Context: an optimization exercise on an open-source flow, tuned for small area, a short achievable clock period and few clock cycles per item. The choices shown serve that exercise and are no tape-out recipe.
Function was checked by simulation only, so behaviour that the tests miss may differ from the original.
Power is estimated from default activity; no workload was simulated.

==> inputs of zinc <==
==> flow/design.v <==
module emu_cpu (
    input  wire        clk,
    input  wire        rst,
    input  wire        tick,
    input  wire        warm,
    output wire        busy,
    output reg         done,
    output wire        mem_re,
    output wire        mem_we,
    output wire [15:0] mem_addr,
    output wire [7:0]  mem_wdata,
    input  wire [7:0]  mem_rdata,
    output wire [15:0] pc,
    output reg  [7:0]  a,
    output wire [7:0]  p,
    output reg         halted,
    output reg  [31:0] total_cycles
);
    localparam [15:0] BOOT_PC      = 16'h8000;
    localparam [15:0] RESET_VECTOR = 16'hFFFC;
    localparam [1:0] S_IDLE = 2'd0,
                     S_RUN  = 2'd1,
                     S_FIN  = 2'd2;
    localparam [1:0] E_OP  = 2'd0,
                     E_IMM = 2'd1,
                     E_LO  = 2'd2,
                     E_HI  = 2'd3;
    reg [1:0]  state;
    reg [15:0] f;           
    reg [7:0]  lo;
    reg [7:0]  hi;
    reg [1:0]  e;
    reg        is_jmp;      
    reg        is_sta;      
    reg        wflag;       
    reg        arr_q;       
    reg        ea_q;        
    reg        data_q;      
    reg        match_q;     
    reg        replay_q;    
    reg [2:0]  pend;        
    reg [10:0] frame;
    reg        zf, nf;
    assign busy      = (state != S_IDLE);
    assign pc        = f;
    assign p         = {nf, 5'b00000, zf, 1'b0};
    assign mem_wdata = a;
    assign mem_addr  = (ea_q | replay_q) ? {hi, lo} : f;
    assign mem_we    = ea_q & is_sta;
    assign mem_re    = (state == S_RUN) & ~mem_we;
    wire run     = (state == S_RUN);
    wire arr     = arr_q & ~match_q;
    wire arr_op  = arr & (e == E_OP);
    wire arr_imm = arr & (e == E_IMM);
    wire arr_lo  = arr & (e == E_LO);
    wire arr_hi  = arr & (e == E_HI);
    wire ge1364  = (frame >= 11'd1364);
    wire ge1362  = (frame >= 11'd1362);
    wire exh     = halted | ge1364 | (pend[1] & ge1362);
    wire stop    = arr_op & exh;
    wire exec    = arr_op & ~exh;
    wire jmp_hi  = arr_hi & is_jmp;
    wire issue   = run & ~stop & ~ea_q & ~replay_q & ~jmp_hi;
    wire [7:0] d = mem_rdata;
    wire op_imm  = (d == 8'hA9);
    wire op_lda  = (d == 8'hAD);
    wire op_sta  = (d == 8'h8D);
    wire op_jmp  = (d == 8'h4C);
    wire op_nop  = (d == 8'hEA);
    wire op_brk  = (d == 8'h00);
    reg [2:0] cost;
    always @(*) begin
        cost = 3'd0;
        if (op_imm | op_nop) cost = 3'd2;
        if (op_lda | op_sta) cost = 3'd4;
        if (op_jmp)          cost = 3'd3;
        if (op_brk)          cost = 3'd7;
    end
    always @(posedge clk) begin
        if (rst) begin
            state        <= S_IDLE;
            done         <= 1'b0;
            f            <= BOOT_PC;
            a            <= 8'h00;
            zf           <= 1'b0;
            nf           <= 1'b0;
            halted       <= 1'b0;
            total_cycles <= 32'd0;
            arr_q        <= 1'b0;
            ea_q         <= 1'b0;
            data_q       <= 1'b0;
            replay_q     <= 1'b0;
            match_q      <= 1'b0;
            pend         <= 3'd0;
        end else begin
            done         <= 1'b0;
            frame        <= frame + {8'd0, pend};
            total_cycles <= total_cycles + {29'd0, pend};
            pend         <= exec ? cost : 3'd0;
            arr_q        <= issue | replay_q;
            ea_q         <= arr_hi & ~is_jmp;
            data_q       <= ea_q & ~is_sta;
            replay_q     <= ea_q & match_q;
            match_q      <= arr_hi & is_sta & ({d, lo} == f);
            if (issue)
                f <= f + 16'd1;
            if (stop)
                f <= f - 16'd1;
            if (jmp_hi)
                f <= {d, lo};
            if (arr_imm | data_q) begin
                a  <= d;
                zf <= (d == 8'h00);
                nf <= d[7];
            end
            if (arr_lo)
                lo <= d;
            if (arr_hi)
                hi <= d;
            if (exec) begin
                if (op_imm)
                    e <= E_IMM;
                if (op_lda | op_sta | op_jmp)
                    e <= E_LO;
                is_jmp <= op_jmp;
                is_sta <= op_sta;
                if (op_brk)
                    halted <= 1'b1;
            end
            if (arr_imm)
                e <= E_OP;
            if (arr_lo)
                e <= E_HI;
            if (arr_hi)
                e <= E_OP;
            case (state)
                S_IDLE: begin
                    if (tick) begin
                        frame <= 11'd0;
                        pend  <= 3'd0;
                        e     <= E_OP;
                        wflag <= 1'b0;
                        state <= halted ? S_FIN : S_RUN;
                    end else if (warm) begin
                        f      <= RESET_VECTOR;
                        e      <= E_LO;
                        is_jmp <= 1'b1;
                        wflag  <= 1'b1;
                        state  <= S_RUN;
                    end
                end
                S_RUN: begin
                    if (stop | (jmp_hi & wflag))
                        state <= S_FIN;
                end
                S_FIN: begin
                    done  <= 1'b1;
                    state <= S_IDLE;
                end
                default: state <= S_IDLE;
            endcase
        end
    end
endmodule
==> flow/run.sh <==
#!/bin/bash
# synth_recipe.tcl (not shown) runs the flow's synth.tcl, then flattens the netlist and writes it again
# the make line also repeats each setting of config.mk as NAME=value (left out here)
make -C /OpenROAD-flow-scripts/flow DESIGN_CONFIG=/design/flow/config.mk WORK_HOME=/design/flow/orfs CLKGATE_MAP_FILE= SYNTH_SCRIPT=/design/flow/synth_recipe.tcl finish
==> flow/config.mk <==
export PLATFORM = sky130hd
export DESIGN_NAME = emu_cpu
export DESIGN_NICKNAME = emu_cpu
export VERILOG_FILES = /design/flow/design.v
export SDC_FILE = /design/flow/constraint.sdc
export NUM_CORES = 4
export LEC_CHECK = 0
export CAP_MARGIN = 20
export CORE_MARGIN = 2
export CORE_UTILIZATION = 40
export PLACE_DENSITY = 0.6
export SLEW_MARGIN = 20
==> flow/constraint.sdc <==
create_clock -name core_clock -period 5.0 [get_ports {clk}]
set_input_delay 1.0000 -clock core_clock [delete_from_list [all_inputs] [get_ports {clk}]]
set_output_delay 1.0000 -clock core_clock [all_outputs]
set_load 0.01 [all_outputs]
==> juniper (differences from zinc) <==
==> flow/design.v (replaced) <==
module emu_cpu (
    input  wire        clk,
    input  wire        rst,
    input  wire        tick,
    input  wire        warm,
    output reg         busy,
    output reg         done,
    output reg         mem_re,
    output reg         mem_we,
    output wire [15:0] mem_addr,
    output wire [7:0]  mem_wdata,
    input  wire [7:0]  mem_rdata,
    output wire [15:0] pc,
    output reg  [7:0]  a,
    output wire [7:0]  p,
    output reg         halted,
    output wire [31:0] total_cycles
);
    localparam [15:0] BOOT_PC      = 16'h8000;
    localparam [15:0] RESET_VECTOR = 16'hFFFC;
    localparam [1:0] E_OP  = 2'd0,
                     E_IMM = 2'd1,
                     E_LO  = 2'd2,
                     E_HI  = 2'd3;
    reg [15:0] f;
    reg [7:0]  hi;
    reg [7:0]  lo;
    reg        run;         
    reg        fin;         
    reg [1:0]  e;
    reg        is_jmp;      
    reg        is_sta;      
    reg        wflag;       
    reg        arr_q;       
    reg        ea_q;        
    reg        data_q;      
    reg        match_q;     
    reg [2:0]  pend;        
    reg [11:0] frame;       
    reg [7:0]  tlo;         
    reg [23:0] thi;         
    reg        tc_q;        
    reg        zf, nf;
    assign mem_addr     = f;
    assign pc           = f;
    assign p            = {nf, 5'b00000, zf, 1'b0};
    assign mem_wdata    = a;
    assign total_cycles = {thi, tlo};
    wire arr     = arr_q & ~match_q;
    wire arr_op  = arr & (e == E_OP);
    wire arr_imm = arr & (e == E_IMM);
    wire arr_lo  = arr & (e == E_LO);
    wire arr_hi  = arr & (e == E_HI);
    wire exh     = halted | frame[11] | (pend[1] & (&frame[10:1]));
    wire stop    = arr_op & exh;
    wire exec    = arr_op & ~exh;
    wire jmp_hi  = arr_hi & is_jmp;
    wire ea_hi   = arr_hi & ~is_jmp;
    wire stream  = run & ~ea_q & ~stop & ~jmp_hi;
    wire [7:0] d = mem_rdata;
    wire op_imm  = (d == 8'hA9);
    wire op_lda  = (d == 8'hAD);
    wire op_sta  = (d == 8'h8D);
    wire op_jmp  = (d == 8'h4C);
    wire op_nop  = (d == 8'hEA);
    wire op_brk  = (d == 8'h00);
    reg [2:0] cost;
    always @(*) begin
        cost = 3'd0;
        if (op_imm | op_nop) cost = 3'd2;
        if (op_lda | op_sta) cost = 3'd4;
        if (op_jmp)          cost = 3'd3;
        if (op_brk)          cost = 3'd7;
    end
    wire [8:0] tlo_nx = {1'b0, tlo} + {6'd0, pend};
    wire [15:0] inc = (ea_q ? {hi, lo} : f) + {15'd0, ~(ea_q & match_q)};
    wire end_op  = run & (stop | (jmp_hi & wflag));
    always @(posedge clk) begin
        if (rst) begin
            run          <= 1'b0;
            fin          <= 1'b0;
            busy         <= 1'b0;
            done         <= 1'b0;
            mem_we       <= 1'b0;
            f            <= BOOT_PC;
            a            <= 8'h00;
            zf           <= 1'b0;
            nf           <= 1'b0;
            halted       <= 1'b0;
            tlo          <= 8'd0;
            thi          <= 24'd0;
            tc_q         <= 1'b0;
            arr_q        <= 1'b0;
            ea_q         <= 1'b0;
            data_q       <= 1'b0;
            pend         <= 3'd0;
        end else begin
            done         <= 1'b0;
            fin          <= 1'b0;
            frame        <= frame + {9'd0, pend};
            tlo          <= tlo_nx[7:0];
            tc_q         <= tlo_nx[8];
            thi          <= thi + {23'd0, tc_q};
            pend         <= exec ? cost : 3'd0;
            arr_q        <= stream & ~end_op;
            ea_q         <= run & ea_hi;
            mem_we       <= run & ea_hi & is_sta;
            mem_re       <= ~(run & ea_hi & is_sta);
            data_q       <= ea_q & ~is_sta;
            match_q      <= ea_hi & is_sta & ({d, lo} == f);
            hi           <= f[15:8];
            lo           <= arr_lo ? d : f[7:0];
            if (run) begin
                if (stop)
                    f <= {hi, lo};
                else if (arr_hi)
                    f <= {d, lo};
                else
                    f <= inc;
            end
            if (arr_imm | data_q) begin
                a  <= d;
                zf <= (d == 8'h00);
                nf <= d[7];
            end
            if (exec) begin
                if (op_imm)
                    e <= E_IMM;
                if (op_lda | op_sta | op_jmp)
                    e <= E_LO;
                is_jmp <= op_jmp;
                is_sta <= op_sta;
                if (op_brk)
                    halted <= 1'b1;
            end
            if (arr_imm)
                e <= E_OP;
            if (arr_lo)
                e <= E_HI;
            if (arr_hi)
                e <= E_OP;
            if (!busy) begin
                if (tick) begin
                    frame  <= 12'd684;
                    e      <= E_OP;
                    wflag  <= 1'b0;
                    busy   <= 1'b1;
                    if (halted)
                        fin <= 1'b1;
                    else
                        run <= 1'b1;
                end else if (warm) begin
                    f      <= RESET_VECTOR;
                    e      <= E_LO;
                    is_jmp <= 1'b1;
                    wflag  <= 1'b1;
                    busy   <= 1'b1;
                    run    <= 1'b1;
                end
            end
            if (end_op) begin
                run <= 1'b0;
                fin <= 1'b1;
            end
            if (fin) begin
                busy <= 1'b0;
                done <= 1'b1;
            end
        end
    end
endmodule
==> flow/flow/run.sh (new file) <==
#!/bin/bash
# Standard layout, with every port buffered by sky130_fd_sc_hd__buf_1.
set -euo pipefail
bash standard.sh BUFFER_PORTS_ARGS="-buffer_cell sky130_fd_sc_hd__buf_1" finish > standard.log 2>&1
==> flow/standard.sh (new file) <==
#!/bin/bash
# synth_recipe.tcl (not shown) runs the flow's synth.tcl, then flattens the netlist and writes it again
# the make line also repeats each setting of config.mk as NAME=value (left out here)
make -C /OpenROAD-flow-scripts/flow DESIGN_CONFIG=/design/flow/config.mk WORK_HOME=/design/flow/orfs CLKGATE_MAP_FILE= SYNTH_SCRIPT=/design/flow/synth_recipe.tcl "${@:-finish}"
- ABC_AREA: unset -> 1
- SETUP_SLACK_MARGIN: unset -> 3.05
removed: flow/run.sh
==> willow (differences from zinc) <==
==> flow/flow/run.sh (new file) <==
#!/bin/bash
# Standard layout, with every port buffered by sky130_fd_sc_hd__buf_2.
set -euo pipefail
bash standard.sh BUFFER_PORTS_ARGS="-buffer_cell sky130_fd_sc_hd__buf_2" finish > standard.log 2>&1
==> flow/standard.sh (new file) <==
#!/bin/bash
# synth_recipe.tcl (not shown) runs the flow's synth.tcl, then flattens the netlist and writes it again
# the make line also repeats each setting of config.mk as NAME=value (left out here)
make -C /OpenROAD-flow-scripts/flow DESIGN_CONFIG=/design/flow/config.mk WORK_HOME=/design/flow/orfs CLKGATE_MAP_FILE= SYNTH_SCRIPT=/design/flow/synth_recipe.tcl "${@:-finish}"
removed: flow/run.sh
==> run summary <==
Synth Area in Compound Gates: juniper 14.8%; willow 10.8%; zinc 10.8%
Fraction of area in clock buffers and inverters: juniper 4.03%; willow 4.89%; zinc 4.30%
Count of standard-cell rows: juniper 43; willow 42; zinc 42
Internal power consumption: juniper 1330 µW; willow 1440 µW; zinc 1470 µW
Pwr/cell area: juniper 269 nW/µm²; willow 325 nW/µm²; zinc 308 nW/µm²
Routed length per instance: juniper 14.7 µm; willow 17.1 µm; zinc 17.6 µm
DIE HEIGHT: juniper 124 µm; willow 122 µm; zinc 122 µm
Chip width: juniper 124 µm; willow 122 µm; zinc 122 µm
Share of cell area taken by flip-flops and latches: juniper 36.6%; willow 36.9%; zinc 34.3%
Number of cells on the worst reg-to-reg path: juniper 13; willow 9; zinc 8
Global-route met2 utilization: juniper 31.3%; willow 30.3%; zinc 32.7%
Area of the mapped netlist: juniper 5730 µm²; willow 5540 µm²; zinc 5540 µm²
Ratio of cells with drive above 1 in the final layout: juniper 20.4%; willow 20.6%; zinc 6.58%
Post-synthesis sequential area ratio: juniper 42.8%; willow 42.3%; zinc 42.3%
Met1 layer wirelength in the final routing: juniper 6850 µm; willow 6840 µm; zinc 7030 µm
Synthesized area per cell: juniper 7.62 µm²; willow 9.04 µm²; zinc 9.04 µm²
Multi-input combinational area share: juniper 41.5%; willow 45.3%; zinc 42.2%
Stages on worst setup path: juniper 2; willow 4; zinc 4
Status: juniper no timing/DRC/antenna violations; willow no timing/DRC/antenna violations; zinc no timing/DRC/antenna violations
Adder-cell share of the synthesized area: juniper 2.88%; willow 2.53%; zinc 2.53%
Starting Density: juniper 41.1%; willow 41.3%; zinc 41.3%
End-of-flow core utilization: juniper 49.3%; willow 47.4%; zinc 51.0%
Total power draw: juniper 1850 µW; willow 2060 µW; zinc 2100 µW
Testbench counts of zinc, summed over its fixed seeds: cycles 128,529, ticks 80.
Testbench counts of juniper, summed over its fixed seeds: cycles 128,529, ticks 80.
Testbench counts of willow, summed over its fixed seeds: cycles 128,529, ticks 80.

==> what the ideal ports hide <==
The results above use ideal ports. As a check the final layouts listed here were re-extracted and re-timed, cells and wires unchanged. Step 1 assumes that a clkbuf_16 drives the clock port and a buf_2 every other input. Step 2 moves the port delays by t, midway between the first and last clock arrival at a register: inputs arrive t later, outputs are due t later. That takes back most of the time a late clock gives input paths. Slacks: no drivers / after step 1 / after step 2; pairs: no drivers / after step 1.
run	shift t [ns]	slack for setup (ns)	hold slack, ns	worst slew at a driven data input, ns	cell pins on the clock port's net
zinc	0.393	2.006 / 1.964 / 1.830	0.504 / 0.504 / 0.504	0.03	1
juniper	0.390	3.027 / 2.988 / 2.727	0.428 / 0.428 / 0.428	0.05	1
willow	0.390	2.291 / 2.312 / 1.922	0.490 / 0.490 / 0.490	0.03	1
After both steps setup and hold are still met in every run listed. For willow, which loses most, drivers alone change the setup slack by +0.021 ns; drivers and shift together by -0.369 ns.
